Source: an optimization exercise on an open RTL-to-GDS flow (aim: small area, a short achievable clock period and few clock cycles). Production flows keep margins and buffers that such runs may drop. In this exercise RTL edits were held to simulation tests only and were not proved equivalent to the original. Power and IR drop assume default switching activity.

Setup of north:
## sprite_render
module sprite_render (
    input  wire        clk,
    input  wire        rst,
    input  wire        start,
    output wire        busy,
    output reg         done,
    input  wire [2:0]  cfg_grid_w_m1,    
    input  wire [2:0]  cfg_grid_h_m1,    
    input  wire [2:0]  cfg_fb_tx_m1,     
    input  wire [2:0]  cfg_fb_ty_m1,     
    input  wire        cfg_gated,        
    input  wire [10:0] cfg_spr_off,      
    input  wire [10:0] cfg_anim_off,     
    output reg         tbl_re,
    output reg         tbl_we,
    output reg  [10:0] tbl_addr,
    output reg  [7:0]  tbl_wdata,
    input  wire [7:0]  tbl_rdata,
    output reg         def_re,
    output reg  [13:0] def_addr,
    input  wire [7:0]  def_rdata,
    output reg         fb_we,
    output reg  [11:0] fb_addr,
    output reg  [7:0]  fb_wdata
);
    reg busy_r;
    assign busy = busy_r;
    wire accept = start && !busy_r;
    localparam T_IDLE  = 5'd0;
    localparam T_START = 5'd1;    
    localparam T_RA    = 5'd2;    
    localparam T_RS    = 5'd3;    
    localparam T_CD    = 5'd4;    
    localparam T_RN    = 5'd5;    
    localparam T_RK    = 5'd6;    
    localparam T_CK    = 5'd7;    
    localparam T_RSP   = 5'd8;    
    localparam T_RFC   = 5'd9;    
    localparam T_CFC   = 5'd10;   
    localparam T_ADV   = 5'd11;   
    localparam T_WFC   = 5'd12;   
    localparam T_RD    = 5'd13;   
    localparam T_RN2   = 5'd14;   
    localparam T_CN    = 5'd15;   
    localparam T_WE    = 5'd16;   
    reg [4:0]  tstate;
    reg        te_fin;       
    reg [10:0] ea;           
    reg [2:0]  tcol, trow;   
    reg [5:0]  trb;          
    reg        r_gated;      
    reg [9:0]  r_a;          
  ...
Size in the first run: roughly 770 cells after synthesis, roughly 160 flip-flops, ~110 I/O pins, about 8100 um^2 of cells after synthesis.
Settings: LEC_CHECK=0, CAP_MARGIN=20, CORE_MARGIN=2, CORE_UTILIZATION=65, CTS_BUF_LIST=sky130_fd_sc_hd__clkbuf_4 sky130_fd_sc_hd__clkbuf_8, SETUP_SLACK_MARGIN=4.2, SLEW_MARGIN=20; clock period 6.5 ns.
standard.sh (not shown) runs the stock make flow with config.mk's settings and CLKGATE_MAP_FILE= SYNTH_SCRIPT=/design/flow/synth_recipe.tcl, a recipe that flattens the netlist after the stock synthesis.
==> flow/flow/run.sh <==
#!/bin/bash
# Standard layout, with plain buffers (buf_1) on the ports instead of the
# resizer's default choice. Every tool's output goes to flow.log here, and
# ORFS keeps each step's log under orfs/logs/.
set -euo pipefail
export BUFFER_PORTS_ARGS="-buffer_cell sky130_fd_sc_hd__buf_1"
bash standard.sh > flow.log 2>&1
Testbench counts of north, summed over its fixed seeds: cycles 95,757.
#### Input delta (south over north)
- swapping 65 for 60 in CORE_UTILIZATION
Results
From north to south the numbers moved as follows: critical path depth in cells now smaller, clock-net power up about 2%, slack of the critical path went up. Looking at number of buffers outside the clock class in the layout, south sits 6.2% higher than north does. Combinational power: south vs north up 4.1%. Of the two values seen for last element of the critical path, tbl_wdata[0] was produced by south and r_ge by north.

* * *

== build 17 ==
sprite_render, a different RTL version from the one above (not shown whole).
For scale: about 720 cells after synthesis, about 150 flip-flops, ~110 I/O pins, about 7800 um2 of cells after synthesis.
export LEC_CHECK = 0
export CAP_MARGIN = 20
export CORE_MARGIN = 2
export CORE_UTILIZATION = 60
export CTS_BUF_LIST = sky130_fd_sc_hd__clkbuf_4 sky130_fd_sc_hd__clkbuf_8
export SETUP_SLACK_MARGIN = 4.2
export SLEW_MARGIN = 20
create_clock -name core_clock -period 6.5 [get_ports {clk}]
==> flow/flow/run.sh <==
#!/bin/bash
# Standard layout, with plain buffers (buf_2) on the ports instead of the
# resizer's default choice. Every tool's output goes to flow.log here, and
# ORFS keeps each step's log under orfs/logs/.
set -euo pipefail
export BUFFER_PORTS_ARGS="-buffer_cell sky130_fd_sc_hd__buf_2"
bash standard.sh > flow.log 2>&1
Testbench counts of build 17, summed over its fixed seeds: cycles 95,757.
What build 21 does differently from build 17 at the input level:
Settings: SETUP_SLACK_MARGIN: 4.2 -> 4.1.
==> flow/flow/run.sh <==
#!/bin/bash
# Standard layout, with plain buffers (buf_1) on the ports instead of the
# resizer's default choice. Every tool's output goes to flow.log here, and
# ORFS keeps each step's log under orfs/logs/.
set -euo pipefail
export BUFFER_PORTS_ARGS="-buffer_cell sky130_fd_sc_hd__buf_1"
bash standard.sh > flow.log 2>&1
==> run summary <==
Build 21 consumes less power than build 17 does.
Build 17 has higher number of post-CTS setup repair buffers than build 21.
Share of the cycle needed by the critical path after routing: build 21 vs build 17, no meaningful difference
The core of build 21 is less densely filled than that of build 17.
NOTE: non-clock inverter count in the final layout in build 21 falls short of that of build 17
In the flow results for build 17 and build 21, the global-route usage is smaller on build 21.
Wire: build 21 routes less than build 17
Between build 21 and build 17, the fmax does not differ in any meaningful way.
Build 21 and build 17 ended up with roughly the same die area.
Setup changes, build 21 to build 76
==> flow/flow/run.sh <==
#!/bin/bash
# Standard layout, with plain buffers (buf_2) on the ports instead of the
# resizer's default choice. Every tool's output goes to flow.log here, and
# ORFS keeps each step's log under orfs/logs/.
set -euo pipefail
export BUFFER_PORTS_ARGS="-buffer_cell sky130_fd_sc_hd__buf_2"
bash standard.sh > flow.log 2>&1
Results
In build 76 relative to build 21, total design power had gone up by a few percent.
Between build 21 and build 76, the difference in worst hold slack is negligible.
Of build 76 and build 21, it is build 76 that has the lower clock tree buffer count of the final layout.
Build 76 reports its most common cell after layout, fill and taps aside as sky130_fd_sc_hd__buf_2 while build 21 reports sky130_fd_sc_hd__buf_1.
Clock skew was higher in the run labelled build 21.
[compare] base=build 21 new=build 76: sum of routed wire segments on met1 rose by about 0.9%; area growth from synthesis to layout rose by 2.9 points.

* * *

The RTL this note starts from:
==> flow/design.v <==
module sprite_render (
    input  wire        clk,
    input  wire        rst,
    input  wire        start,
    output wire        busy,
    output reg         done,
    input  wire [2:0]  cfg_grid_w_m1,    
    input  wire [2:0]  cfg_grid_h_m1,    
    input  wire [2:0]  cfg_fb_tx_m1,     
    input  wire [2:0]  cfg_fb_ty_m1,     
    input  wire        cfg_gated,        
    input  wire [10:0] cfg_spr_off,      
    input  wire [10:0] cfg_anim_off,     
    output reg         tbl_re,
    output reg         tbl_we,
    output reg  [10:0] tbl_addr,
    output reg  [7:0]  tbl_wdata,
    input  wire [7:0]  tbl_rdata,
    output reg         def_re,
    output reg  [13:0] def_addr,
    input  wire [7:0]  def_rdata,
    output reg         fb_we,
    output reg  [11:0] fb_addr,
    output reg  [7:0]  fb_wdata
);
    reg busy_r;
    assign busy = busy_r;
    wire accept = start && !busy_r;
    localparam T_IDLE  = 4'd0;
    localparam T_START = 4'd1;    
    localparam T_RA    = 4'd2;    
    localparam T_RS    = 4'd3;    
    localparam T_CD    = 4'd4;    
    localparam T_RN    = 4'd5;    
    localparam T_RK    = 4'd6;    
    localparam T_CK    = 4'd7;    
    localparam T_RSP   = 4'd8;    
    localparam T_RFC   = 4'd9;    
    localparam T_CFC   = 4'd10;   
    localparam T_WFC   = 4'd11;   
    localparam T_RD    = 4'd12;   
    localparam T_RN2   = 4'd13;   
    localparam T_CN    = 4'd14;   
    localparam T_WE    = 4'd15;   
    reg [3:0]  tstate;
    reg        te_fin;       
    reg [10:0] ea;           
    reg [2:0]  tcol, trow;   
    reg [5:0]  trb;          
    reg        r_gated;      
    reg [9:0]  r_a;          
    reg [7:0]  r_spr;        
    reg [7:0]  r_k;          
    reg        r_ge;         
    reg        rec_valid;    
    wire t_wrap = (tcol == cfg_grid_w_m1);
    wire t_last = t_wrap && (trow == cfg_grid_h_m1);
    wire        two   = (tstate == T_WE);
    wire [10:0] a_inc = {tbl_addr[10:1] + {9'd0, two | tbl_addr[0]}, tbl_addr[0] ^ ~two};
    wire [10:0] a_d   = tbl_addr + {1'b0, r_a} + {10'd0, r_gated && tstate == T_CD};
    wire        fc_ge = (tbl_rdata >= tbl_wdata);
    reg        pe_fin;       
    reg        v1;           
    reg [2:0]  p_xo, p_yo;   
    reg        p_clipx, p_clipy;
    reg [5:0]  p_row;        
    reg        p_last;       
    reg        p_wrap;       
    reg [2:0]  p_hi;         
    reg [3:0]  p_py;         
    reg [11:0] fb_a1;        
    wire [2:0] rr = def_addr[5:3];
    wire [2:0] cc = def_addr[2:0];
    wire [2:0] chi = p_clipx ? ~p_xo : 3'd7;
    wire [2:0] rhi = p_clipy ? ~p_yo : 3'd7;
    wire       row_end  = (cc == p_hi);
    wire       tile_end = row_end && (rr == rhi);
    wire       take = rec_valid && (!def_re || tile_end);
    wire [3:0] px = {1'b0, p_xo} + {1'b0, cc};
    wire [3:0] py = p_py;
    wire [2:0] n_xo  = r_k[2:0];
    wire [2:0] n_yo  = r_k[5:3];
    wire [4:0] r_dy  = {1'b0, p_py} + 5'd1 - {2'b00, n_yo};   
    wire       r_cov = rec_valid && !r_dy[4] && !r_dy[3] && (n_xo < p_xo);
    wire [2:0] r_cut = n_xo + ~p_xo;                        
    wire [2:0] hi1   = p_wrap ? chi : (r_cov ? r_cut : 3'd7);
    always @(posedge clk) begin
        if (rst) begin
            busy_r    <= 1'b0;
            done      <= 1'b0;
            tstate    <= T_IDLE;
            tbl_re    <= 1'b0;
            tbl_we    <= 1'b0;
            rec_valid <= 1'b0;
            te_fin    <= 1'b0;
            pe_fin    <= 1'b0;
            def_re    <= 1'b0;
            v1        <= 1'b0;
            fb_we     <= 1'b0;
        end else begin
            done <= 1'b0;
            if (accept) begin
                busy_r <= 1'b1;
                te_fin <= 1'b0;
                pe_fin <= 1'b0;
            end else if (busy_r && te_fin && pe_fin && !def_re && !v1) begin
                busy_r <= 1'b0;
                done   <= 1'b1;
            end
            tbl_re <= 1'b0;
            tbl_we <= 1'b0;
            case (tstate)
                T_IDLE:  if (accept) tstate <= T_START;
                T_START: begin tbl_re <= 1'b1; tstate <= T_RA; end
                T_RA:    begin tbl_re <= 1'b1; tstate <= T_RS; end
                T_RS:    tstate <= T_CD;
                T_CD:    begin tbl_re <= 1'b1; tstate <= r_gated ? T_RK : T_RN; end
                T_RN:    begin tbl_re <= 1'b1; tstate <= T_RK; end
                T_RK: begin
                    if (r_gated) begin
                        tbl_re <= 1'b1;
                        tstate <= T_RSP;
                    end else begin
                        tstate <= T_CK;
                    end
                end
                T_CK:    begin rec_valid <= 1'b1; tbl_we <= 1'b1; tstate <= T_WE; end
                T_RSP:   begin rec_valid <= 1'b1; tbl_re <= 1'b1; tstate <= T_RFC; end
                T_RFC:   tstate <= T_CFC;
                T_CFC:   begin tbl_we <= 1'b1; tstate <= T_WFC; end
                T_WFC:   tstate <= r_ge ? T_RD : T_WE;
                T_RD:    begin tbl_re <= 1'b1; tstate <= T_RN2; end
                T_RN2:   tstate <= T_CN;
                T_CN:    begin tbl_we <= 1'b1; tstate <= T_WE; end
                T_WE: begin
                    if (t_last) begin
                        te_fin <= 1'b1;
                        tstate <= T_IDLE;
                    end else if (!rec_valid) begin
                        tbl_re <= 1'b1;
                        tstate <= T_RA;
                    end
                end
                default: tstate <= T_IDLE;
            endcase
            if (take)
                rec_valid <= 1'b0;
            if (take)
                def_re <= 1'b1;
            else if (def_re && tile_end)
                def_re <= 1'b0;
            if (def_re && tile_end && !take && p_last)
                pe_fin <= 1'b1;
            v1    <= def_re;
            fb_we <= v1;
        end
    end
    always @(posedge clk) begin
        case (tstate)
            T_START: begin
                ea       <= cfg_spr_off;
                tbl_addr <= cfg_spr_off;
                tcol     <= 3'd0;
                trow     <= 3'd0;
                trb      <= 6'd0;
                r_gated  <= cfg_gated;
            end
            T_RA:  tbl_addr <= a_inc;
            T_RS: begin
                r_a      <= r_gated ? {tbl_rdata, 2'b00} : {1'b0, tbl_rdata, 1'b0};
                tbl_addr <= cfg_anim_off;
            end
            T_CD: begin
                r_spr    <= tbl_rdata;
                tbl_addr <= a_d;
            end
            T_RN:  tbl_addr <= a_inc;
            T_RK: begin
                tbl_wdata <= tbl_rdata;            
                tbl_addr  <= a_inc;
            end
            T_CK: begin
                r_k      <= tbl_rdata;
                tbl_addr <= ea;
            end
            T_RSP: begin
                r_k      <= tbl_rdata;
                tbl_addr <= a_inc;
            end
            T_RFC: tbl_wdata <= tbl_rdata;         
            T_CFC: begin
                r_ge      <= fc_ge;
                tbl_wdata <= fc_ge ? 8'd0 : tbl_rdata + 8'd1;
            end
            T_WFC: tbl_addr <= r_ge ? cfg_anim_off : ea;
            T_RD:  tbl_addr <= a_d;
            T_CN: begin
                tbl_wdata <= tbl_rdata;
                tbl_addr  <= ea;
            end
            T_WE: begin
                if (!t_last && !rec_valid) begin
                    ea       <= a_inc;
                    tbl_addr <= a_inc;
                    if (t_wrap) begin
                        tcol <= 3'd0;
                        trow <= trow + 3'd1;
                        trb  <= trb + {3'd0, cfg_fb_tx_m1} + 6'd1;
                    end else begin
                        tcol <= tcol + 3'd1;
                    end
                end
            end
            default: ;
        endcase
        if (take) begin
            def_addr <= {r_spr + {6'd0, r_k[7:6]}, 6'd0};
            p_xo     <= r_k[2:0];
            p_yo     <= r_k[5:3];
            p_py     <= {1'b0, r_k[5:3]};
            p_clipx  <= (tcol == cfg_fb_tx_m1);
            p_clipy  <= (trow == cfg_fb_ty_m1);
            p_last   <= t_last;
            p_wrap   <= t_wrap;
            p_hi     <= (tcol == cfg_fb_tx_m1) ? ~r_k[2:0] : 3'd7;
            p_row    <= trb + {3'd0, tcol};
        end else if (row_end) begin
            def_addr[5:0] <= {rr + 3'd1, 3'd0};
            p_hi          <= hi1;
            p_py          <= p_py + 4'd1;
            if (py[2:0] == 3'd7)
                p_row <= p_row + {3'd0, cfg_fb_tx_m1} + 6'd1;
        end else begin
            def_addr[2:0] <= cc + 3'd1;
        end
        fb_a1    <= {p_row + {5'd0, px[3]}, py[2:0], px[2:0]};
        fb_addr  <= fb_a1;
        fb_wdata <= def_rdata;
    end
endmodule
clock: 6.5 ns
lec_check: 0
cap_margin: 20
core_margin: 2
core_utilization: 60
setup_slack_margin: 4
slew_margin: 20
==> flow/flow/run.sh <==
#!/bin/bash
# Standard layout, with plain buffers (buf_2) on the ports instead of the
# resizer's default choice. Every tool's output goes to flow.log here, and
# ORFS keeps each step's log under orfs/logs/.
set -euo pipefail
export BUFFER_PORTS_ARGS="-buffer_cell sky130_fd_sc_hd__buf_2"
bash standard.sh > flow.log 2>&1
The starting point ran to the end with no violations.
Testbench counts at the start, summed over its fixed seeds: cycles 95,757.
Next try:
==> flow/flow/run.sh (replaced) <==
#!/bin/bash
# Standard layout, with plain buffers (buf_1) on the ports instead of the
# resizer's default choice. Every tool's output goes to flow.log here, and
# ORFS keeps each step's log under orfs/logs/.
set -euo pipefail
export BUFFER_PORTS_ARGS="-buffer_cell sky130_fd_sc_hd__buf_1"
bash standard.sh > flow.log 2>&1
Settings changed: CORE_UTILIZATION 60 to 70, CTS_BUF_LIST set to sky130_fd_sc_hd__clkbuf_4 sky130_fd_sc_hd__clkbuf_8.
Result: Final cell count went down by 2.5%. Count of clock-buffer cells in the layout rises by 2. Setup slack degrades by 0.047 ns. First-iteration DRC count rises by 36%. Register-to-register slack is worse by 0.09 ns. Wire length grows by 5.6%.
Next try:
==> flow/run.sh (new file) <==
#!/bin/bash
# synth_recipe.tcl (not shown) runs the flow's synth.tcl, then flattens the netlist and writes it again
# the make line also repeats each setting of config.mk as NAME=value (left out here)
make -C /OpenROAD-flow-scripts/flow DESIGN_CONFIG=/design/flow/config.mk WORK_HOME=/design/flow/orfs CLKGATE_MAP_FILE= SYNTH_SCRIPT=/design/flow/synth_recipe.tcl finish
Settings changed: CORE_UTILIZATION 70 to 60, CTS_BUF_LIST sky130_fd_sc_hd__clkbuf_4 sky130_fd_sc_hd__clkbuf_8 to unset.
removed: flow/flow/run.sh
removed: flow/standard.sh
Final cell count rises by about 6%.
Synthesized area is unchanged.
First-iteration DRC count drops by about 5.6%.
Clock-buffer cell count is lower by 2.
Synthesized cell count stays the same.
Next try:
==> flow/flow/run.sh (new file) <==
#!/bin/bash
# Standard layout, with plain buffers (buf_1) on the ports instead of the
# resizer's default choice. Every tool's output goes to flow.log here, and
# ORFS keeps each step's log under orfs/logs/.
set -euo pipefail
export BUFFER_PORTS_ARGS="-buffer_cell sky130_fd_sc_hd__buf_1"
bash standard.sh > flow.log 2>&1
==> flow/standard.sh (new file) <==
#!/bin/bash
# synth_recipe.tcl (not shown) runs the flow's synth.tcl, then flattens the netlist and writes it again
# the make line also repeats each setting of config.mk as NAME=value (left out here)
make -C /OpenROAD-flow-scripts/flow DESIGN_CONFIG=/design/flow/config.mk WORK_HOME=/design/flow/orfs CLKGATE_MAP_FILE= SYNTH_SCRIPT=/design/flow/synth_recipe.tcl "${@:-finish}"
Settings changed: CTS_BUF_LIST set to sky130_fd_sc_hd__clkbuf_4 sky130_fd_sc_hd__clkbuf_8, GPL_TIMING_DRIVEN set to 0.
removed: flow/run.sh
Clock skew hardly moves. Sequential share of layout area rises by 3.4 points. Non-clock buffer count decreases by 3. Wire length falls by roughly a tenth. Worst hold slack improved by 0.0064 ns. Final area goes down by a little under a tenth. Worst setup slack got worse by 0.049 ns. Clock-buffer cell count fell by 1. Final cell count came out lower slightly.

what the ideal ports hide:
No port has a modelled driver above. Below, the same layouts with a new extraction and two added sets of constraints.
Step 1 assumes that a clkbuf_16 drives the clock port and a buf_2 every other input.
Step 2 times the ports against the registers' clock, not the clock port: input delays grow and output delays shrink by t, the midpoint of the rising clock arrivals with the driver on.
a / b / c = no drivers / after step 1 / after step 2; a / b = the first two.
run | shift t [ns] | setup slack, ns | worst data-port slew with drivers (ns)
north | 0.483 | 4.183 / 4.171 / 3.688 | 0.06
south | 0.487 | 4.210 / 4.172 / 3.737 | 0.05
build 17 | 0.491 | 4.063 / 4.026 / 3.673 | 0.06
build 21 | 0.494 | 4.058 / 4.050 / 3.619 | 0.06
build 76 | 0.498 | 4.072 / 4.034 / 3.619 | 0.05
the first run of note 3 | 0.459 | 4.017 / 3.976 / 3.600 | 0.04
the second run of note 3 | 0.482 | 3.970 / 3.970 / 3.564 | 0.04
the third run of note 3 | 0.473 | 3.973 / 3.973 / 3.540 | 0.05
the fourth run of note 3 | 0.482 | 3.924 / 3.924 / 3.557 | 0.06
After both steps every run listed still meets setup and hold. The setup slack of north, which loses most, moves by -0.012 ns with the drivers and by -0.495 ns with both steps.
